Context: an optimization exercise on an open-source flow, tuned for small area, a short achievable clock period and few clock cycles per item. The choices shown serve that exercise and are no tape-out recipe. At most, simulation tests tie the RTL to the original design; equivalence was not proved. For runs 1 and 2, only the layout was checked, not whether the RTL still works. Power is estimated from default activity; no workload was simulated.

`design.v`:
```
module bb_sync (
    input  wire        clk,
    input  wire        rst,           
    input  wire        cmd_valid,
    output wire        cmd_ready,
    input  wire [31:0] cmd_data,
    output wire        kbc_rd,
    output wire        kbc_port,      
    input  wire        kbc_ack,
    input  wire [7:0]  kbc_rdata,
    output wire        rec_valid,
    input  wire        rec_ready,
    output wire [31:0] rec_data
);
    localparam [2:0] K_NOP   = 3'd0;    
    localparam [2:0] K_SUB   = 3'd1;    
    localparam [2:0] K_DRAIN = 3'd2;    
    localparam [2:0] K_BOP   = 3'd3;    
    localparam [2:0] K_GSTEP = 3'd4;
    localparam [2:0] K_GRST  = 3'd5;
    localparam [2:0] K_GCFG  = 3'd6;
    localparam [1:0] R_KEY  = 2'd0;
    localparam [1:0] R_PKT  = 2'd1;
    localparam [1:0] R_DISC = 2'd2;
    reg  [1:0]  sub_r;
    reg         kbd_pending;
    reg  [1:0]  mouse_slot;
    reg  [7:0]  mouse_b0, mouse_b1;
    reg         gs1, gap, gs2, gco;    
    reg  [14:0] x_sum;
    reg  [15:0] y_sum;
    reg  [7:0]  gest_xlen, gest_tol;
    reg         cb_v;
    reg  [2:0]  cb_kind;
    reg  [23:0] cb_arg;
    reg         e_rd;          
    reg         e_port;        
    reg         e_wt;          
    reg         e_ch;          
    reg         e_mq;          
    reg  [3:0]  e_cnt;         
    reg  [2:0]  e_code;        
    reg         b_v;
    reg  [1:0]  b_ch;
    reg  [2:0]  b_code;
    reg  [7:0]  b_byte;
    reg         o_v;
    reg  [1:0]  o_kind;
    reg         o_len2;
    reg  [7:0]  o_byte;
    reg         gd_p;
    assign kbc_rd   = e_rd;
    assign kbc_port = e_port;
    assign rec_valid = o_v | gd_p;
    reg [31:0] rec_w;
    always @(*) begin
        if (!o_v)
            rec_w = 32'h8300_0000;
        else case (o_kind)
            R_KEY:   rec_w = {8'h81, 6'd0, o_len2, ~o_byte[7],
                              o_len2 ? o_byte : 8'h00, o_len2 ? 8'hE0 : o_byte};
            R_PKT:   rec_w = {8'h82, o_byte, mouse_b1, mouse_b0};
            default: rec_w = {8'h84, 14'd0, o_byte[4:3], 5'd0, o_byte[2:0]};
        endcase
    end
    assign rec_data = rec_w;
    wire [7:0]  opc = cmd_data[31:24];
    wire z23_0 = (cmd_data[23:0] == 24'd0);
    wire z23_1 = (cmd_data[23:1] == 23'd0);
    wire z23_8 = (cmd_data[23:8] == 16'd0);
    reg  [2:0]  d_kind;
    reg  [1:0]  d_bch;                            
    always @(*) begin
        d_kind = K_BOP;
        d_bch  = 2'd2;
        case (opc)
            8'h00: if (z23_0) d_kind = K_NOP;
            8'h01: if (z23_1) d_kind = K_SUB;
            8'h02: if (z23_1) d_kind = K_SUB;
            8'h03: if (z23_8) d_kind = K_DRAIN;
            8'h10: if (z23_0) d_kind = K_DRAIN;
            8'h11: if (z23_8) d_bch = 2'd0;
            8'h20: if (z23_0) d_kind = K_DRAIN;
            8'h21: if (z23_8) d_bch = 2'd1;
            8'h30: if (cmd_data[5:3] == 3'd0) d_kind = K_GSTEP;
            8'h31: if (z23_0) d_kind = K_GRST;
            8'h32: if (cmd_data[23:16] == 8'd0) d_kind = K_GCFG;
            default: ;
        endcase
    end
    reg  [23:0] d_arg;
    always @(*) begin
        d_arg = cmd_data[23:0];
        case (d_kind)
            K_SUB:   d_arg[1] = opc[0];                           
            K_DRAIN: d_arg[2:0] = opc[4] ? 3'b001 : opc[5] ? 3'b010 : {1'b1, cmd_data[1:0]};
            K_BOP:   d_arg[9:8] = d_bch;
            default: ;
        endcase
    end
    wire r_ok   = !o_v && !gd_p;             
    wire r_b    = b_v && r_ok;               
    wire bfree  = !b_v || r_ok;              
    wire e_idle = !e_rd && !e_wt && !e_mq;
    wire cb_simple = (cb_kind == K_NOP) || (cb_kind == K_SUB);
    wire cb_drain  = (cb_kind == K_DRAIN);
    wire cb_bop    = (cb_kind == K_BOP);
    wire cb_gop    = (cb_kind == K_GSTEP) || (cb_kind == K_GRST) || (cb_kind == K_GCFG);
    wire cons_reg = cb_v && (cb_simple ||
                             (cb_drain && e_idle) ||
                             (cb_bop && e_idle && bfree) ||
                             (cb_gop && e_idle && !b_v && r_ok));
    assign cmd_ready = !cb_v || cons_reg;
    wire rd_now    = e_rd && kbc_ack;
    wire st_obf    = kbc_rdata[0];
    wire last_poll = (e_cnt == 4'd9);
    wire fin_now   = rd_now && (e_port || (!st_obf && last_poll));
    wire dk = cb_arg[0] && (!cb_arg[2] || sub_r[0]);
    wire dm = cb_arg[1] && (!cb_arg[2] || sub_r[1]);
    wire take_drain = cb_v && cb_drain && (e_idle || (fin_now && !e_mq));
    wire cons       = cons_reg || take_drain;
    wire g_op       = cb_v && cb_gop && e_idle && !b_v && r_ok;
    wire [2:0] g_btn = b_v ? mouse_b0[2:0]          : cb_arg[2:0];
    wire [8:0] g_dx  = b_v ? {mouse_b0[4], mouse_b1} : cb_arg[14:6];
    wire [8:0] g_dy  = b_v ? {mouse_b0[5], b_byte}   : cb_arg[23:15];
    wire        g_lb = g_btn[0];
    wire        g_rb = g_btn[1];
    wire        g_mb = g_btn[2];
    wire        left_only  =  g_lb && !g_rb && !g_mb;
    wire        right_only = !g_lb &&  g_rb && !g_mb;
    wire        released   = !g_lb && !g_rb && !g_mb;
    wire        sx = g_dx[8];
    wire        sy = g_dy[8];
    wire [7:0]  ux = g_dx[7:0] ^ {8{sx}};
    wire [7:0]  uy = g_dy[7:0] ^ {8{sy}};
    wire        ax = {ux, sx} > {gest_tol, 1'b0};
    wire        ay = {uy, sy} > {gest_tol, 1'b0};
    wire        dx_lt = sx && ax;             
    wire        dy_lt = sy && ay;             
    wire        dy_gt = !sy && ay;            
    wire [15:0] x_add = {1'b0, x_sum} + {{7{g_dx[8]}}, g_dx};
    wire [15:0] y_add = y_sum + {{7{g_dy[8]}}, g_dy};
    wire        x_long = (x_sum >= {7'd0, gest_xlen});
    wire [15:0] st_sum = {1'b0, x_sum} + (gs2 ? y_sum : ~y_sum) + {15'd0, !gs2};
    wire        steep  = st_sum[15];
    wire        acc1 = gs1 && left_only  && !(dx_lt || dy_lt);
    wire        acc2 = gs2 && right_only && !(dx_lt || dy_gt);
    wire        acc  = acc1 || acc2;
    wire [14:0] g_next_x = (acc && !x_add[15]) ? x_add[14:0] : 15'd0;
    wire [15:0] g_next_y = (acc && (y_add[15] == gs2)) ? y_add : 16'd0;
    wire        gidle = !gs1 && !gap && !gs2 && !gco;
    wire        n_s1  = (gidle && left_only) || acc1;
    wire        n_ap  = (gs1 && released && x_long && steep) ||
                        (gap && !(g_lb || g_mb || ax || ay) && !g_rb);
    wire        n_s2  = (gap && !(g_lb || g_mb || ax || ay) && g_rb) || acc2;
    wire        g_done = gs2 && released && x_long && steep;
    wire        n_co  = gco || g_done;
    reg [2:0] v_code;
    always @(*) begin
        if (kbc_rdata[7])                 v_code = 3'd2;    
        else if (kbc_rdata[6])            v_code = 3'd3;    
        else if (kbc_rdata[5] != e_ch)    v_code = 3'd4;    
        else                              v_code = 3'd0;
    end
    wire r_pkt = r_b && (b_ch == 2'd1) && (b_code == 3'd0) && (mouse_slot == 2'd2);
    always @(posedge clk) begin
        if (rst) begin
            sub_r       <= 2'b00;
            kbd_pending <= 1'b0;
            mouse_slot  <= 2'd0;
            mouse_b0    <= 8'h00;
            mouse_b1    <= 8'h00;
            gs1         <= 1'b0;
            gap         <= 1'b0;
            gs2         <= 1'b0;
            gco         <= 1'b0;
            x_sum       <= 15'd0;
            y_sum       <= 16'd0;
            gest_xlen   <= 8'h00;
            gest_tol    <= 8'h00;
            cb_v        <= 1'b0;
            cb_kind     <= K_NOP;
            cb_arg      <= 24'd0;
            e_rd        <= 1'b0;
            e_port      <= 1'b0;
            e_wt        <= 1'b0;
            e_ch        <= 1'b0;
            e_mq        <= 1'b0;
            e_cnt       <= 4'd0;
            e_code      <= 3'd0;
            b_v         <= 1'b0;
            b_ch        <= 2'd0;
            b_code      <= 3'd0;
            b_byte      <= 8'h00;
            o_v         <= 1'b0;
            o_kind      <= R_KEY;
            o_len2      <= 1'b0;
            o_byte      <= 8'h00;
            gd_p        <= 1'b0;
        end else begin
            if (cmd_valid && cmd_ready) begin
                cb_v    <= 1'b1;
                cb_kind <= d_kind;
                cb_arg  <= d_arg;
            end else if (cons) begin
                cb_v    <= 1'b0;
            end
            if (cb_v && cb_kind == K_SUB) begin
                if (cb_arg[0]) sub_r[1] <= cb_arg[1];
                else           sub_r[0] <= cb_arg[1];
            end
            if (rec_ready) begin
                if (o_v) o_v  <= 1'b0;
                else     gd_p <= 1'b0;
            end
            if (r_b) b_v <= 1'b0;
            if (rd_now) begin
                if (!e_port) begin
                    if (st_obf) begin
                        e_code <= v_code;
                        e_port <= 1'b1;
                        if (bfree) e_rd <= 1'b1;
                        else begin e_rd <= 1'b0; e_wt <= 1'b1; end
                    end else if (!last_poll) begin
                        e_cnt <= e_cnt + 4'd1;
                        if (e_cnt == 4'd8 && !bfree) begin
                            e_rd <= 1'b0; e_wt <= 1'b1;
                        end
                    end else begin
                        b_v    <= 1'b1;
                        b_ch   <= {1'b0, e_ch};
                        b_code <= 3'd1;
                    end
                end else begin
                    b_v    <= 1'b1;
                    b_ch   <= {1'b0, e_ch};
                    b_code <= e_code;
                    b_byte <= kbc_rdata;
                end
            end else if (e_wt && bfree) begin
                e_wt <= 1'b0;
                e_rd <= 1'b1;
            end
            if (fin_now) begin
                if (e_mq) begin
                    e_mq   <= 1'b0;
                    e_ch   <= 1'b1;
                    e_cnt  <= 4'd0;
                    e_port <= 1'b0;
                    e_rd   <= 1'b1;
                end else begin
                    e_rd   <= 1'b0;
                end
            end
            if (take_drain) begin
                e_cnt  <= 4'd0;
                e_port <= 1'b0;
                if (dk) begin
                    e_ch <= 1'b0;
                    e_mq <= dm;
                    e_rd <= 1'b1;
                end else if (dm) begin
                    e_ch <= 1'b1;
                    e_mq <= 1'b0;
                    e_rd <= 1'b1;
                end else begin
                    e_rd <= 1'b0;
                end
            end
            if (cb_v && cb_bop && e_idle && bfree) begin
                b_v    <= 1'b1;
                b_ch   <= cb_arg[9:8];
                b_code <= (cb_arg[9:8] == 2'd2) ? 3'd6 : 3'd0;
                b_byte <= cb_arg[7:0];
            end
            if (r_b) begin
                if (b_code != 3'd0) begin
                    o_v    <= 1'b1;
                    o_kind <= R_DISC;
                    o_byte <= {3'd0, b_ch, b_code};
                end else if (b_ch == 2'd0) begin
                    if (b_byte == 8'hE0) begin
                        kbd_pending <= 1'b1;
                    end else begin
                        kbd_pending <= 1'b0;
                        o_v    <= 1'b1;
                        o_kind <= R_KEY;
                        o_len2 <= kbd_pending;
                        o_byte <= b_byte;
                    end
                end else begin
                    case (mouse_slot)
                        2'd0: begin
                            if (!b_byte[3]) begin
                                o_v    <= 1'b1;
                                o_kind <= R_DISC;
                                o_byte <= {3'd0, 2'd1, 3'd5};
                            end else begin
                                mouse_b0   <= b_byte;
                                mouse_slot <= 2'd1;
                            end
                        end
                        2'd1: begin
                            mouse_b1   <= b_byte;
                            mouse_slot <= 2'd2;
                        end
                        default: begin
                            mouse_slot <= 2'd0;
                            o_v    <= 1'b1;
                            o_kind <= R_PKT;
                            o_byte <= b_byte;
                        end
                    endcase
                end
            end
            if (r_pkt || (g_op && cb_kind == K_GSTEP)) begin
                gs1        <= n_s1;
                gap        <= n_ap;
                gs2        <= n_s2;
                gco        <= n_co;
                x_sum      <= g_next_x;
                y_sum      <= g_next_y;
                gd_p       <= g_done;
            end
            if (g_op && cb_kind == K_GRST) begin
                gs1        <= 1'b0;
                gap        <= 1'b0;
                gs2        <= 1'b0;
                gco        <= 1'b0;
                x_sum      <= 15'd0;
                y_sum      <= 16'd0;
            end
            if (g_op && cb_kind == K_GCFG) begin
                gest_xlen <= cb_arg[7:0];
                gest_tol  <= cb_arg[15:8];
            end
        end
    end
endmodule
```
`config.mk`:
```
export PLATFORM = sky130hd
export DESIGN_NAME = bb_sync
export DESIGN_NICKNAME = bb_sync
export VERILOG_FILES = /design/flow/design.v
export SDC_FILE = /design/flow/constraint.sdc
export NUM_CORES = 4
export LEC_CHECK = 0
export CAP_MARGIN = 20
export CORE_MARGIN = 2
export CORE_UTILIZATION = 40
export SLEW_MARGIN = 20
```
`run.sh`:
```
#!/bin/bash
# synth_recipe.tcl (not shown) runs the flow's synth.tcl, then flattens the netlist and writes it again
# the make line also repeats each setting of config.mk as NAME=value (left out here)
make -C /OpenROAD-flow-scripts/flow DESIGN_CONFIG=/design/flow/config.mk WORK_HOME=/design/flow/orfs CLKGATE_MAP_FILE= SYNTH_SCRIPT=/design/flow/synth_recipe.tcl finish
```
`constraint.sdc`:
```
create_clock -name core_clock -period 4.5 [get_ports {clk}]
set_input_delay 0.9000 -clock core_clock [delete_from_list [all_inputs] [get_ports {clk}]]
set_output_delay 0.9000 -clock core_clock [all_outputs]
set_load 0.01 [all_outputs]
```
==> flow_summary.yaml, run 1 <==
clock_network:
  cts-root-to-sink-buffers: 2
  postCtsSetupRepairBufs: 0
  post_cts_resize_count: 0
  htree_num_levels: 4
  clkTransAtPathRegs_ns: 0.07
  hold_buffers: 0
  clkLatencyLatePin_ns: 0.43
  cts.sinks: 139
  cts_root_buffer: "sky130_fd_sc_hd__clkbuf_16"
  numCtsBuffers: 17
  tritoncts: "done"
worst_setup_path:
  required_time_reported_for_the_critical_path_endpoint_ns: 4.82
  critical_path_peak_fanout: 21
  worstPathCellList: "buf_4 > mux2i_4 > inv_2 > ha_1 > a21o_1 > a21o_1 > a211o_1 > nand3_1 > nand3b_1 > and3_1 > a22o_1"
  start_kind: "flop"
  worst_path_largest_cell_delay_ns: 0.58
  crit_family: "compound AO/OA/AOI/OAI gates"
  critical-path-slowest-cell: "sky130_fd_sc_hd__dfxtp_1"
  worst_ep_arrival_time_ns: 4.22
  worst_setup_path_end_kind: "flop"
  cp.depth: 11
  cp_common_cell: "sky130_fd_sc_hd__a21o_1"
  cp_num_buf_inv: 2
  setup.worst_path.class: "flop to flop"
  r2r.worst_path.cells: 11
timing:
  skew_ns: 0.0103
  finalHoldViolations: 0
  setup_viol: 0
  slew_headroom_pct: 36.6
  rsz0062_at_grt: "no"
  slew_at_the_pin_closest_to_its_max_slew_limit_ns: 0.950
  drv_slew: 0
  final.hold.worst_slack_ns: 0.455
  finalCriticalPeriod_ns: 3.90
  setup_tns_ns: 0
  min_period_over_period_pct: 86.7
  achievable-frequency_mhz: 256
power:
  vdd.ir_drop.worst_mv: 0.173
  cellPowerDensity_nw_per_um2: 277
  leakagePower_nw: 4.06
  p_total_mw: 3.00
routing:
  drt-vias-per-instance: 5.48
  drc_errors_left: 0
  final_wirelength_um: 25800
  first_pass_iters: 6
  initialDrtViolationCount: 543
  routedWlPerCell_um: 16.6
  routed-via-count: 8500
  final_antenna_net_count: 0
grt:
  first_global_vias: 7857
  grt_first_pass_wirelength_um: 41700
  grt_antenna_before_repair: 0
  grt_remaining_overflow: 0
  grt_use_met1_pct: 30.5
  track_usage_pct: 21.5
  globalRouteMet2Util_pct: 33.9
  grt.met3_usage_pct: 3.32
  top_usage_layer: "met2"
  grt_start_max_net_pins: 82
min_path:
  min_path_cells: 2
  worstHoldPathType: "flop to flop"
yosys:
  synth_largest_area_cell: "sky130_fd_sc_hd__dfxtp_1"
  synth.cell_area_um2: 9320
  seq_area_frac_synth_pct: 29.9
  synth_top_area_share_pct: 29.9
  synthFlopType: "sky130_fd_sc_hd__dfxtp_1"
  post_synth_inst_count: 1176
  yosys_warnings: 1
  synth_area_leaders: "sky130_fd_sc_hd__dfxtp_1, sky130_fd_sc_hd__ha_1, sky130_fd_sc_hd__nor2_1"
  syn-mean-instance-area_um2: 7.92
  postSynthRegisterBits: 139
  asyncSetResetFlopFracSynth_pct: 0
  post_synth_num_cell_types: 77
  number_of_enable_flip_flop_cells_after_synthesis: 0
finish:
  nets: 1342
  postLayoutCoreUtil_pct: 47.7
  final_layout_size_suffix_gt1_share_pct: 7.60
  commonest_non_fill_non_tap_cell_in_the_layout: "sky130_fd_sc_hd__nor2_1"
  antenna_cells: 0
  synthToLayoutAreaGrowth_pct: 16.5
  commonest_non_fill_non_tap_cells_in_the_layout: "sky130_fd_sc_hd__nor2_1, sky130_fd_sc_hd__nand2_1, sky130_fd_sc_hd__dfxtp_1"
  final_cell_count_no_fill: 1550
outcome:
  outcome: "complete, no violations"
floorplan:
  floorplan.die.width_um: 157
  die-area_um2: 24500
  core-area_um2: 22800
  die_h_um: 157
  initial_util_pct: 40.9
  rows: 55
  num_io_pins: 81
placed_design:
  place_hpwl_um: 19500
  gp_routability_congestion: 0.920
  portBuffers: 75
  numPlacedInstances: 1518
job:
  drv.max_cap_violation_count: 0
[cell usage after synthesis, drive strengths merged, types with 3 or more instances]
library cell,count
a211o,4
a211oi,20
a21boi,4
a21o,16
a21oi,107
a22o,3
a22oi,10
a311oi,9
a31o,6
a31oi,10
a32oi,11
a41oi,3
and2,6
and3,18
buf,22
clkbuf,37
dfxtp,139
ha,71
inv,42
mux2,17
mux2i,32
nand2,141
nand2b,14
nand3,31
nand3b,5
nand4,14
nor2,143
nor2b,11
nor3,31
nor3b,5
nor4,12
o211ai,9
o21a,5
o21ai,53
o311ai,4
o31a,3
o31ai,4
or2,4
or3,7
or4,6
xnor2,50
xor2,10
[worst register-to-register path, stage by stage (launching register included)]
cell	delay, ns
sky130_fd_sc_hd__dfxtp_1	0.58
sky130_fd_sc_hd__buf_4	0.37
sky130_fd_sc_hd__mux2i_4	0.50
sky130_fd_sc_hd__inv_2	0.23
sky130_fd_sc_hd__ha_1	0.40
sky130_fd_sc_hd__a21o_1	0.19
sky130_fd_sc_hd__a21o_1	0.19
sky130_fd_sc_hd__a211o_1	0.30
sky130_fd_sc_hd__nand3_1	0.08
sky130_fd_sc_hd__nand3b_1	0.36
sky130_fd_sc_hd__and3_1	0.36
sky130_fd_sc_hd__a22o_1	0.23
[sequential cells by signal, indices dropped and copies added (netlist names), 2 cells and up]
signal	count
b_byte	8
b_ch	2
b_code	3
cb_arg	24
cb_kind	3
e_cnt	4
e_code	3
gest_tol	8
gest_xlen	8
mouse_b0	8
mouse_b1	8
mouse_slot	2
o_byte	8
o_kind	2
sub_r	2
x_sum	15
y_sum	16
[where the power goes]
group | switching (mW) | leakage [nW] | internal [mW]
Sequential | 0.0320 | 1.13 | 1.25
Combinational | 0.177 | 2.65 | 0.138
Clock | 0.612 | 0.288 | 0.797
Total | 0.821 | 4.06 | 2.18
[routing by layer]
layer	share of wire, %	up-vias
li1	-	4312
met3	4.2	28
met2	44	201
met5	0	-
met1	50	3959
met4	1.6	0
[final cells by class]
cell class / count / area (um2)
flip-flops and latches: 139 / 2780
well taps: 313 / 392
inverters: 42 / 158
repair buffers: 85 / 823
multi-input cells: 939 / 6110
clock inverters: 14 / 146
fillers: 2319 / 11900
clock buffers: 18 / 439
[cells by family after synthesis]
| family | Yosys count | synth area share, % |
|---|---|---|
| fa+ha+maj | 73 | 9.97 |
| xor+xnor | 60 | 5.64 |
| mux | 49 | 5.63 |
| other cells | 2 | 0.0806 |
| flops | 139 | 29.9 |
| simple gates | 455 | 23.0 |
| buf+inv | 101 | 4.62 |
| compound gates | 297 | 21.2 |
[per-stage QoR]
step | worst slack (ns) | cell area [um2]
6_report | 0.599 | 10900
3_5_place_dp | 0.629 | 10300
5_1_grt | 0.338 | 10900
2_1_floorplan | 0.757 | 9330
4_1_cts | 0.622 | 10900
3_3_place_gp | 0.731 | 10300
[path summary, 6_finish.rpt]
check | from | to | slack [ns]
worst max-delay path | b_v | x_sum[11] | 0.60
worst min-delay path | kbd_pending | o_len2 | 0.45
worst max register to register | b_v | x_sum[11] | 0.60
worst min register to register | kbd_pending | o_len2 | 0.45
==> inputs of run 2 (changes only) <==
--- a/config.mk
+++ b/config.mk
@@ -5,7 +5,9 @@
 export SDC_FILE = /design/flow/constraint.sdc
 export NUM_CORES = 4
 export LEC_CHECK = 0
+export ABC_CLOCK_PERIOD_IN_PS = 2500
 export CAP_MARGIN = 20
 export CORE_MARGIN = 2
 export CORE_UTILIZATION = 40
+export SETUP_SLACK_MARGIN = 1.8
 export SLEW_MARGIN = 20
==> run 2 against run 1 <==
Synthesized cell count unchanged. Register-to-register slack improved by 0.64 ns. Still clean on timing, DRC and antenna. Global-route usage grew 1.0 points. Highest routed layer unchanged. Critical path type unchanged. Hold slack lost 0.0098 ns.
==> flow_summary.yaml, run 2 <==
outcome:
  outcome: "complete, no violations"
finish:
  synthToLayoutAreaGrowth_pct: 26.1
  commonest_non_fill_non_tap_cell_in_the_layout: "sky130_fd_sc_hd__nor2_1"
  largest_register_ffs: 24
  num-fill-cells: 2196
  multi_input_combinational_cell_area_um2: 6470
  antenna_cells: 0
  postLayoutCellArea_um2: 11800
  max_flop_register: "cb_arg"
  nets: 1385
  final_layout_size_suffix_gt1_share_pct: 15.5
  reg_top3: "cb_arg: 24 flops, y_sum: 16 flops, x_sum: 15 flops"
  seq_area_um2: 2800
  commonest_non_fill_non_tap_cells_in_the_layout: "sky130_fd_sc_hd__nor2_1, sky130_fd_sc_hd__nand2_1, sky130_fd_sc_hd__dfxtp_1"
timing:
  rsz0062_at_grt: "yes"
  min_period_over_period_pct: 72.5
  skew_ns: 0.00836
  slew_at_the_pin_closest_to_its_max_slew_limit_ns: 1.09
  slew_headroom_pct: 27.3
  finalHoldViolations: 0
  achievable-frequency_mhz: 306
  setup_slack_ns: 1.24
  setup_viol: 0
  finalCriticalPeriod_ns: 3.26
  drv_slew: 0
  setup_tns_ns: 0
clock_network:
  tritoncts: "done"
  hold_buffers: 0
  clkLatencyLatePin_ns: 0.43
  cts_root_buffer: "sky130_fd_sc_hd__clkbuf_16"
  numCtsBuffers: 17
  cts.sinks: 139
  cts-root-to-sink-buffers: 2
  htree_num_levels: 4
  clkTransAtPathRegs_ns: 0.07
yosys:
  number_of_enable_flip_flop_cells_after_synthesis: 0
  synth_largest_area_cell: "sky130_fd_sc_hd__dfxtp_1"
  yosys_warnings: 1
  post_synth_inst_count: 1176
  synth_most_common_cell: "sky130_fd_sc_hd__nor2_1"
  seq_area_frac_synth_pct: 29.9
  synth_area_leaders: "sky130_fd_sc_hd__dfxtp_1, sky130_fd_sc_hd__ha_1, sky130_fd_sc_hd__nor2_1"
  synthFlopType: "sky130_fd_sc_hd__dfxtp_1"
  post_synth_num_cell_types: 77
  synthMuxAreaShare_pct: 5.63
  synth_commonest_cells: "sky130_fd_sc_hd__nor2_1, sky130_fd_sc_hd__nand2_1, sky130_fd_sc_hd__dfxtp_1"
  synth_top_area_share_pct: 29.9
  dominant_combinational_cell_family_by_area_after_synthesis: "simple AND/OR/NAND/NOR gates"
  syn-mean-instance-area_um2: 7.92
  synthXorXnorAreaFrac_pct: 5.64
  synth.cell_area_um2: 9320
  post_synth_fa_ha_maj_area_fraction_pct: 9.97
  postSynthRegisterBits: 139
  synth_compound_gate_area_share_pct: 21.2
  asyncSetResetFlopFracSynth_pct: 0
  synthesized_area_fraction_occupied_by_and_or_nand_nor_cells_pct: 23.0
floorplan:
  num_io_pins: 81
  die_h_um: 157
  die-area_um2: 24500
  floorplan.die.width_um: 157
  rows: 55
  core-area_um2: 22800
  initial_util_pct: 40.9
placed_design:
  preCtsSetupSlack_ns: 0.781
  place_hpwl_um: 19600
  gp_routability_congestion: 0.913
  portBuffers: 75
  placedInstanceArea_um2: 10300
worst_setup_path:
  worst_ep_arrival_time_ns: 3.63
  required_time_reported_for_the_critical_path_endpoint_ns: 4.87
  crit_family: "simple AND/OR/NAND/NOR gates"
  critical_path_peak_fanout: 6
  worst_path_largest_cell_delay_ns: 0.49
  r2r_slack_ns: 1.24
  worst_setup_path_end_kind: "flop"
  cp_common_cell: "sky130_fd_sc_hd__buf_6"
  worstPathCellList: "buf_12 > mux2i_4 > buf_6 > xnor2_2 > ha_1 > nor2b_4 > o21a_1 > or4_4 > a21o_1 > a211oi_4 > buf_6 > nand4_4 > clkbuf_16 > o21ai_2"
  start_kind: "flop"
  cp_num_buf_inv: 4
  setup.worst_path.class: "flop to flop"
  critical-path-slowest-cell: "sky130_fd_sc_hd__or4_4"
power:
  vdd.ir_drop.worst_mv: 0.193
  leakagePower_nw: 4.82
  cellPowerDensity_nw_per_um2: 263
routing:
  drc_errors_left: 0
  routedWlPerCell_um: 17.3
  final_wirelength_um: 27600
  final_antenna_net_count: 0
  routed-via-count: 8832
  drt-vias-per-instance: 5.54
  initialDrtViolationCount: 539
  first_pass_iters: 4
grt:
  grt_antenna_before_repair: 0
  first_global_vias: 8240
  track_usage_pct: 22.6
  grt_remaining_overflow: 0
  grt_start_max_net_pins: 102
  grt_first_pass_wirelength_um: 43700
min_path:
  worstHoldPathType: "flop to flop"
job:
  drv.max_cap_violation_count: 0
run 2: logic make-up after synthesis:
| kind of cell | count (synthesis) |
|---|---|
| other | 2 |
| buffers and inverters | 101 |
| muxes | 49 |
| xor gates and xnor gates | 60 |
| DFF | 139 |
| and+or+nand+nor | 455 |
| AOI/OAI and AO/OA | 297 |
| adders and majority gates | 73 |
run 2: final timing paths:
| kind | startpoint | to | depth (start not counted) |
|---|---|---|---|
| worst max-delay path | b_v | y_sum[1] | 14 |
| worst min-delay path | kbd_pending | o_len2 | 2 |
| worst max register to register | b_v | y_sum[1] | 14 |
| worst min register to register | kbd_pending | o_len2 | 2 |
run 2: power by group:
| part | internal, mW | leakage (nW) | switching (mW) |
|---|---|---|---|
| clock network | 0.818 | 0.295 | 0.620 |
| registers | 1.25 | 1.13 | 0.0323 |
| logic | 0.169 | 3.39 | 0.202 |
run 2: cell type report:
| cell class | count | area share, % |
|---|---|---|
| multi-input combinational | 939 | 55.1 |
| sequential | 139 | 23.8 |
| timing repair buffer | 128 | 11.2 |
| clock buffer | 18 | 3.83 |
| tap | 313 | 3.33 |
| inverter | 42 | 1.38 |
| clock inverter | 14 | 1.29 |
run 2: repair_timing:
action,4_1_cts,5_1_grt
endpoints found under the setup margin,70,59
setup buffers,30,12
pin swaps,31,35
cloned,3,0
gates resized for setup,82,77
run 2: per-layer routing:
metal	vias to the layer above	share of wire, %	wire length [um]	track usage (%)
li1	4402	-	-	-
met1	4188	48	13300	31.0
met2	206	46	12700	36.6
met3	36	4.1	1130	3.21
met4	0	2.0	543	7.03
met5	-	0	0	0
run 2: tightest hold or removal path, delay by kind of cell, from the launching register on:
family | cells | cell delay (ns)
flops | 1 | 0.31
simple gates | 1 | 0.05
compound gates | 1 | 0.05
run 2: metrics by stage:
step                      util [%]  power [mW]  hold WS, ns  std cells
final                         51.6        3.09        0.445       1593
after global routing          51.6        3.20        0.472       1593
after CTS                     50.0        3.08        0.448       1581
after detailed placement      45.1        1.62        0.446       1516
after global placement        45.1        1.62        0.440       1516
after floorplan                  -        1.51        0.426       1179
==> inputs of run 3 (changes only) <==
--- a/design.v
+++ b/design.v
@@ -12,6 +12,7 @@
     input  wire        rec_ready,
     output wire [31:0] rec_data
 );
+    localparam SUM_W = 16;
     localparam [2:0] K_NOP   = 3'd0;    
     localparam [2:0] K_SUB   = 3'd1;    
     localparam [2:0] K_DRAIN = 3'd2;    
@@ -22,13 +23,17 @@
     localparam [1:0] R_KEY  = 2'd0;
     localparam [1:0] R_PKT  = 2'd1;
     localparam [1:0] R_DISC = 2'd2;
+    localparam [2:0] G_IDLE     = 3'd0;
+    localparam [2:0] G_STROKE_1 = 3'd1;
+    localparam [2:0] G_APEX     = 3'd2;
+    localparam [2:0] G_STROKE_2 = 3'd3;
+    localparam [2:0] G_COMPLETE = 3'd4;
     reg  [1:0]  sub_r;
     reg         kbd_pending;
     reg  [1:0]  mouse_slot;
     reg  [7:0]  mouse_b0, mouse_b1;
-    reg         gs1, gap, gs2, gco;    
-    reg  [14:0] x_sum;
-    reg  [15:0] y_sum;
+    reg  [2:0]  gest_state;
+    reg  [SUM_W-1:0] x_sum, y_sum;
     reg  [7:0]  gest_xlen, gest_tol;
     reg         cb_v;
     reg  [2:0]  cb_kind;
@@ -129,32 +134,84 @@
     wire        left_only  =  g_lb && !g_rb && !g_mb;
     wire        right_only = !g_lb &&  g_rb && !g_mb;
     wire        released   = !g_lb && !g_rb && !g_mb;
-    wire        sx = g_dx[8];
-    wire        sy = g_dy[8];
-    wire [7:0]  ux = g_dx[7:0] ^ {8{sx}};
-    wire [7:0]  uy = g_dy[7:0] ^ {8{sy}};
-    wire        ax = {ux, sx} > {gest_tol, 1'b0};
-    wire        ay = {uy, sy} > {gest_tol, 1'b0};
-    wire        dx_lt = sx && ax;             
-    wire        dy_lt = sy && ay;             
-    wire        dy_gt = !sy && ay;            
-    wire [15:0] x_add = {1'b0, x_sum} + {{7{g_dx[8]}}, g_dx};
-    wire [15:0] y_add = y_sum + {{7{g_dy[8]}}, g_dy};
-    wire        x_long = (x_sum >= {7'd0, gest_xlen});
-    wire [15:0] st_sum = {1'b0, x_sum} + (gs2 ? y_sum : ~y_sum) + {15'd0, !gs2};
-    wire        steep  = st_sum[15];
-    wire        acc1 = gs1 && left_only  && !(dx_lt || dy_lt);
-    wire        acc2 = gs2 && right_only && !(dx_lt || dy_gt);
-    wire        acc  = acc1 || acc2;
-    wire [14:0] g_next_x = (acc && !x_add[15]) ? x_add[14:0] : 15'd0;
-    wire [15:0] g_next_y = (acc && (y_add[15] == gs2)) ? y_add : 16'd0;
-    wire        gidle = !gs1 && !gap && !gs2 && !gco;
-    wire        n_s1  = (gidle && left_only) || acc1;
-    wire        n_ap  = (gs1 && released && x_long && steep) ||
-                        (gap && !(g_lb || g_mb || ax || ay) && !g_rb);
-    wire        n_s2  = (gap && !(g_lb || g_mb || ax || ay) && g_rb) || acc2;
-    wire        g_done = gs2 && released && x_long && steep;
-    wire        n_co  = gco || g_done;
+    wire signed [10:0] dx_s   = {{2{g_dx[8]}}, g_dx};
+    wire signed [10:0] dy_s   = {{2{g_dy[8]}}, g_dy};
+    wire signed [10:0] tol_s  = {3'd0, gest_tol};
+    wire signed [10:0] ntol_s = -tol_s;
+    wire signed [10:0] adx_s  = dx_s[10] ? -dx_s : dx_s;
+    wire signed [10:0] ady_s  = dy_s[10] ? -dy_s : dy_s;
+    wire [SUM_W-1:0] x_add = x_sum + {{(SUM_W-9){g_dx[8]}}, g_dx};
+    wire [SUM_W-1:0] y_add = y_sum + {{(SUM_W-9){g_dy[8]}}, g_dy};
+    wire [SUM_W-1:0] x_clamp_pos = x_add[SUM_W-1] ? {SUM_W{1'b0}} : x_add;
+    wire [SUM_W-1:0] y_clamp_pos = y_add[SUM_W-1] ? {SUM_W{1'b0}} : y_add;
+    wire [SUM_W-1:0] y_clamp_neg = y_add[SUM_W-1] ? y_add : {SUM_W{1'b0}};
+    wire signed [SUM_W:0] xs_w   = {x_sum[SUM_W-1], x_sum};
+    wire signed [SUM_W:0] ys_w   = {y_sum[SUM_W-1], y_sum};
+    wire signed [SUM_W:0] nys_w  = -ys_w;
+    wire signed [SUM_W:0] xlen_w = {{(SUM_W-7){1'b0}}, gest_xlen};
+    wire x_long   = (xs_w >= xlen_w);
+    wire y_steep  = (ys_w > xs_w);
+    wire ny_steep = (nys_w > xs_w);
+    reg  [2:0]  g_next_state;
+    reg  [SUM_W-1:0] g_next_x, g_next_y;
+    reg         g_done;
+    always @(*) begin
+        g_next_state = gest_state;
+        g_next_x     = x_sum;
+        g_next_y     = y_sum;
+        g_done       = 1'b0;
+        case (gest_state)
+            G_IDLE: begin
+                if (left_only) begin
+                    g_next_state = G_STROKE_1; g_next_x = {SUM_W{1'b0}}; g_next_y = {SUM_W{1'b0}};
+                end
+            end
+            G_STROKE_1: begin
+                if (left_only) begin
+                    if (dx_s < ntol_s || dy_s < ntol_s) begin
+                        g_next_state = G_IDLE; g_next_x = {SUM_W{1'b0}}; g_next_y = {SUM_W{1'b0}};
+                    end else begin
+                        g_next_x = x_clamp_pos;
+                        g_next_y = y_clamp_pos;
+                    end
+                end else if (released) begin
+                    if (x_long && y_steep) g_next_state = G_APEX;
+                    else                   g_next_state = G_IDLE;
+                    g_next_x = {SUM_W{1'b0}}; g_next_y = {SUM_W{1'b0}};
+                end else begin
+                    g_next_state = G_IDLE; g_next_x = {SUM_W{1'b0}}; g_next_y = {SUM_W{1'b0}};
+                end
+            end
+            G_APEX: begin
+                if (g_lb || g_mb || adx_s > tol_s || ady_s > tol_s) begin
+                    g_next_state = G_IDLE; g_next_x = {SUM_W{1'b0}}; g_next_y = {SUM_W{1'b0}};
+                end else if (g_rb) begin
+                    g_next_state = G_STROKE_2; g_next_x = {SUM_W{1'b0}}; g_next_y = {SUM_W{1'b0}};
+                end
+            end
+            G_STROKE_2: begin
+                if (right_only) begin
+                    if (dx_s < ntol_s || dy_s > tol_s) begin
+                        g_next_state = G_IDLE; g_next_x = {SUM_W{1'b0}}; g_next_y = {SUM_W{1'b0}};
+                    end else begin
+                        g_next_x = x_clamp_pos;
+                        g_next_y = y_clamp_neg;
+                    end
+                end else if (released) begin
+                    if (x_long && ny_steep) begin
+                        g_next_state = G_COMPLETE;
+                        g_done       = 1'b1;
+                    end else begin
+                        g_next_state = G_IDLE;
+                    end
+                    g_next_x = {SUM_W{1'b0}}; g_next_y = {SUM_W{1'b0}};
+                end else begin
+                    g_next_state = G_IDLE; g_next_x = {SUM_W{1'b0}}; g_next_y = {SUM_W{1'b0}};
+                end
+            end
+            default: ;  
+        endcase
+    end
     reg [2:0] v_code;
     always @(*) begin
         if (kbc_rdata[7])                 v_code = 3'd2;    
@@ -170,12 +227,9 @@
             mouse_slot  <= 2'd0;
             mouse_b0    <= 8'h00;
             mouse_b1    <= 8'h00;
-            gs1         <= 1'b0;
-            gap         <= 1'b0;
-            gs2         <= 1'b0;
-            gco         <= 1'b0;
-            x_sum       <= 15'd0;
-            y_sum       <= 16'd0;
+            gest_state  <= G_IDLE;
+            x_sum       <= {SUM_W{1'b0}};
+            y_sum       <= {SUM_W{1'b0}};
             gest_xlen   <= 8'h00;
             gest_tol    <= 8'h00;
             cb_v        <= 1'b0;
@@ -314,21 +368,15 @@
                 end
             end
             if (r_pkt || (g_op && cb_kind == K_GSTEP)) begin
-                gs1        <= n_s1;
-                gap        <= n_ap;
-                gs2        <= n_s2;
-                gco        <= n_co;
+                gest_state <= g_next_state;
                 x_sum      <= g_next_x;
                 y_sum      <= g_next_y;
                 gd_p       <= g_done;
             end
             if (g_op && cb_kind == K_GRST) begin
-                gs1        <= 1'b0;
-                gap        <= 1'b0;
-                gs2        <= 1'b0;
-                gco        <= 1'b0;
-                x_sum      <= 15'd0;
-                y_sum      <= 16'd0;
+                gest_state <= G_IDLE;
+                x_sum      <= {SUM_W{1'b0}};
+                y_sum      <= {SUM_W{1'b0}};
             end
             if (g_op && cb_kind == K_GCFG) begin
                 gest_xlen <= cb_arg[7:0];
--- a/config.mk
+++ b/config.mk
@@ -5,9 +5,7 @@
 export SDC_FILE = /design/flow/constraint.sdc
 export NUM_CORES = 4
 export LEC_CHECK = 0
-export ABC_CLOCK_PERIOD_IN_PS = 2500
 export CAP_MARGIN = 20
 export CORE_MARGIN = 2
 export CORE_UTILIZATION = 40
-export SETUP_SLACK_MARGIN = 1.8
 export SLEW_MARGIN = 20
==> run 3 against run 2 <==
Flip-flop and latch count decreased by 1. Non-clock buffer count decreased by 34. Largest power group unchanged. Synthesized cell count increased by 12%. Critical path depth decreased by 2. Core utilization decreased by 4.7 points. First-iteration DRC count increased by 24%. Count of clock-buffer cells in the layout decreased by 1. Global-route usage decreased by 0.65 points. Clock skew increased by 0.018 ns. Clock power about the same. Cell area increased by 3.8%. Critical path type unchanged.
==> flow_summary.yaml, run 3 <==
outcome:
  outcome: "complete, no violations"
power:
  leakagePower_nw: 5.15
  vdd.ir_drop.worst_mv: 0.214
  p_total_mw: 3.11
  cellPowerDensity_nw_per_um2: 255
clock_network:
  hold_buffers: 0
  numCtsBuffers: 17
  postCtsSetupRepairBufs: 0
  clkTransAtPathRegs_ns: 0.09
  cts-root-to-sink-buffers: 2
  tritoncts: "done"
  post_cts_resize_count: 0
  cts_root_buffer: "sky130_fd_sc_hd__clkbuf_16"
  htree_num_levels: 4
  clkLatencyLatePin_ns: 0.45
  cts.sinks: 138
timing:
  min_period_over_period_pct: 86.0
  drv_slew: 0
  setup_slack_ns: 0.630
  finalHoldViolations: 0
  achievable-frequency_mhz: 258
  setup_viol: 0
  skew_ns: 0.0265
  finalCriticalPeriod_ns: 3.87
  slew_at_the_pin_closest_to_its_max_slew_limit_ns: 1.12
  slew_headroom_pct: 25.0
  setup_tns_ns: 0
  rsz0062_at_grt: "no"
  final.hold.worst_slack_ns: 0.468
routing:
  drc_errors_left: 0
  final_antenna_net_count: 0
  initialDrtViolationCount: 669
  final_wirelength_um: 30200
  routed-via-count: 9678
  drt-vias-per-instance: 5.63
  routedWlPerCell_um: 17.6
  first_pass_iters: 5
grt:
  grt_remaining_overflow: 0
  grt_antenna_before_repair: 0
  track_usage_pct: 21.9
  first_global_vias: 9452
  grt_first_pass_wirelength_um: 49200
  grt_start_max_net_pins: 63
job:
  drv.max_cap_violation_count: 0
floorplan:
  num_io_pins: 81
  initial_util_pct: 40.6
  core-area_um2: 26000
  die_h_um: 166
  die-area_um2: 27700
  rows: 59
  floorplan.die.width_um: 166
worst_setup_path:
  worst_path_largest_cell_delay_ns: 0.62
  crit_family: "compound AO/OA/AOI/OAI gates"
  required_time_reported_for_the_critical_path_endpoint_ns: 4.82
  worst_ep_arrival_time_ns: 4.19
  cp_num_buf_inv: 2
  start_kind: "flop"
  worst_setup_path_end_kind: "flop"
  r2r.worst_path.cells: 12
  critical_path_peak_fanout: 19
  worstReg2RegEnd: "gest_state[0]"
  critical-path-slowest-cell: "sky130_fd_sc_hd__dfxtp_2"
  worstPathCellList: "buf_4 > mux2i_1 > inv_2 > ha_1 > a21o_1 > a2111oi_0 > a21o_2 > a221oi_1 > o21ba_2 > and2_1 > nor4b_1 > nor3_1"
  setup.worst_path.class: "flop to flop"
  regToRegStartpoint: "b_v"
  r2r_slack_ns: 0.63
finish:
  num-fill-cells: 2618
  nets: 1536
  final_layout_size_suffix_gt1_share_pct: 7.15
  final_cell_count_no_fill: 1720
  antenna_cells: 0
  postLayoutCoreUtil_pct: 46.9
  max_flop_register: "cb_arg"
  largest_register_ffs: 24
  commonest_non_fill_non_tap_cells_in_the_layout: "sky130_fd_sc_hd__nor2_1, sky130_fd_sc_hd__dfxtp_1, sky130_fd_sc_hd__ha_1"
  reg_top3: "cb_arg: 24 flops, y_sum: 16 flops, x_sum: 15 flops"
  postLayoutCellArea_um2: 12200
  synthToLayoutAreaGrowth_pct: 15.5
  commonest_non_fill_non_tap_cell_in_the_layout: "sky130_fd_sc_hd__nor2_1"
min_path:
  min_path_cells: 2
  min_delay_src: "cb_arg[16]"
  min_to: "cb_arg[16]"
  worstHoldPathType: "flop to flop"
yosys:
  post_synth_inst_count: 1318
  yosys_warnings: 1
  synth_area_leaders: "sky130_fd_sc_hd__dfxtp_1, sky130_fd_sc_hd__ha_1, sky130_fd_sc_hd__nor2_1"
  synth_top_area_share_pct: 26.2
  asyncSetResetFlopFracSynth_pct: 0
  syn-mean-instance-area_um2: 8.01
  synth_commonest_cells: "sky130_fd_sc_hd__nor2_1, sky130_fd_sc_hd__dfxtp_1, sky130_fd_sc_hd__ha_1"
  seq_area_frac_synth_pct: 26.2
  synth_most_common_cell: "sky130_fd_sc_hd__nor2_1"
  synthFlopType: "sky130_fd_sc_hd__dfxtp_1"
  synth_largest_area_cell: "sky130_fd_sc_hd__dfxtp_1"
  post_synth_num_cell_types: 87
  synth.cell_area_um2: 10600
  number_of_enable_flip_flop_cells_after_synthesis: 0
  postSynthRegisterBits: 138
placed_design:
  placedInstanceArea_um2: 11600
  gp_routability_congestion: 0.867
  numPlacedInstances: 1688
  portBuffers: 75
  preCtsSetupSlack_ns: 0.483
  place_hpwl_um: 23300
## run 3: cell types whose count changed after synthesis, moves of 10 or more
cell / before / now
sky130_fd_sc_hd__nand2_1: 141 / 116
sky130_fd_sc_hd__a21o_1: 16 / 28
sky130_fd_sc_hd__o21ai_0: 43 / 28
sky130_fd_sc_hd__nor2_1: 143 / 156
sky130_fd_sc_hd__a32oi_1: 11 / 1
sky130_fd_sc_hd__o21ai_2: 10 / 0
sky130_fd_sc_hd__nor3_1: 30 / 40
sky130_fd_sc_hd__ha_1: 71 / 117
sky130_fd_sc_hd__inv_1: 40 / 57
sky130_fd_sc_hd__mux2i_1: 31 / 41
sky130_fd_sc_hd__o21ai_1: 0 / 11
sky130_fd_sc_hd__a22o_1: 3 / 31
## run 3: area by class of cell
type	instances	area [um2]	share of cell area, %
Sequential cell	138	2760	22.7
Tap cell	335	419	3.44
Clock inverter	15	199	1.63
Clock buffer	17	425	3.49
Timing Repair Buffer	94	891	7.30
Multi-Input combinational cell	1057	7260	59.5
Inverter	64	240	1.97
## run 3: cell families after synthesis
logic type	after synthesis	share of synthesized area (%)
and+or+nand+nor	490	22.8
AOI/OAI and AO/OA	327	21.0
DFF	138	26.2
buffers and inverters	126	5.27
adders and majority gates	119	14.2
xor gates and xnor gates	62	5.14
muxes	54	5.27
other	2	0.0711
## run 3: power by group
| group | switching (mW) | internal [mW] |
|---|---|---|
| logic | 0.208 | 0.165 |
| registers | 0.0345 | 1.24 |
| clock network | 0.705 | 0.758 |
## run 3: metal layers
| metal | wire length [um] | global-route usage [%] |
|---|---|---|
| met4 | 587 | 6.78 |
| met2 | 14100 | 36.4 |
| met1 | 14200 | 29.3 |
| met3 | 1320 | 3.37 |
| met5 | 0 | 0 |
## run 3: tightest hold or removal path, cell delays in order, from the launching register on
cell and delay (ns):
sky130_fd_sc_hd__dfxtp_1 0.32, sky130_fd_sc_hd__nand2_1 0.05, sky130_fd_sc_hd__a21oi_1 0.05
## run 3: how the worst max path moves through the flow
stage	startpoint	to	slack [ns]	cells past startpoint
final	b_v	gest_state[0]	0.63	12
after detailed placement	b_v	gest_state[0]	0.48	12
after floorplan	b_v	y_sum[12]	0.67	16
after global placement	b_v	gest_state[0]	0.55	12
after CTS	b_v	gest_state[0]	0.43	12
after global routing	b_v	gest_state[0]	0.30	12
Testbench counts of run 3, summed over its fixed seeds: cycles 25,810, ops 5,600.

what the ideal ports hide:
Ports are ideal in the flow. The routed layouts listed here were re-timed in OpenROAD. Step 1, drivers: a clkbuf_16 drives clk and a buf_2 each remaining input, both assumed. Step 2, shift: input delay + t, output delay - t, t = (earliest + latest rising clock arrival at the registers) / 2. This alone moves slack from input paths to output paths. Slacks: ideal / step 1 / step 2; pairs: ideal / step 1.
run	shift t [ns]	slack for setup (ns)	hold slack, ns	worst setup path at the end	slew at the worst register clock pin (ns)
run 1	0.473	0.599 / 0.599 / 0.599	0.455 / 0.455 / 0.455	register to register	0.07 / 0.07
run 2	0.473	1.237 / 1.237 / 1.237	0.445 / 0.445 / 0.445	register to register	0.07 / 0.07
run 3	0.486	0.630 / 0.630 / 0.630	0.468 / 0.468 / 0.468	register to register	0.09 / 0.09
After both steps setup and hold are still met in every run listed.
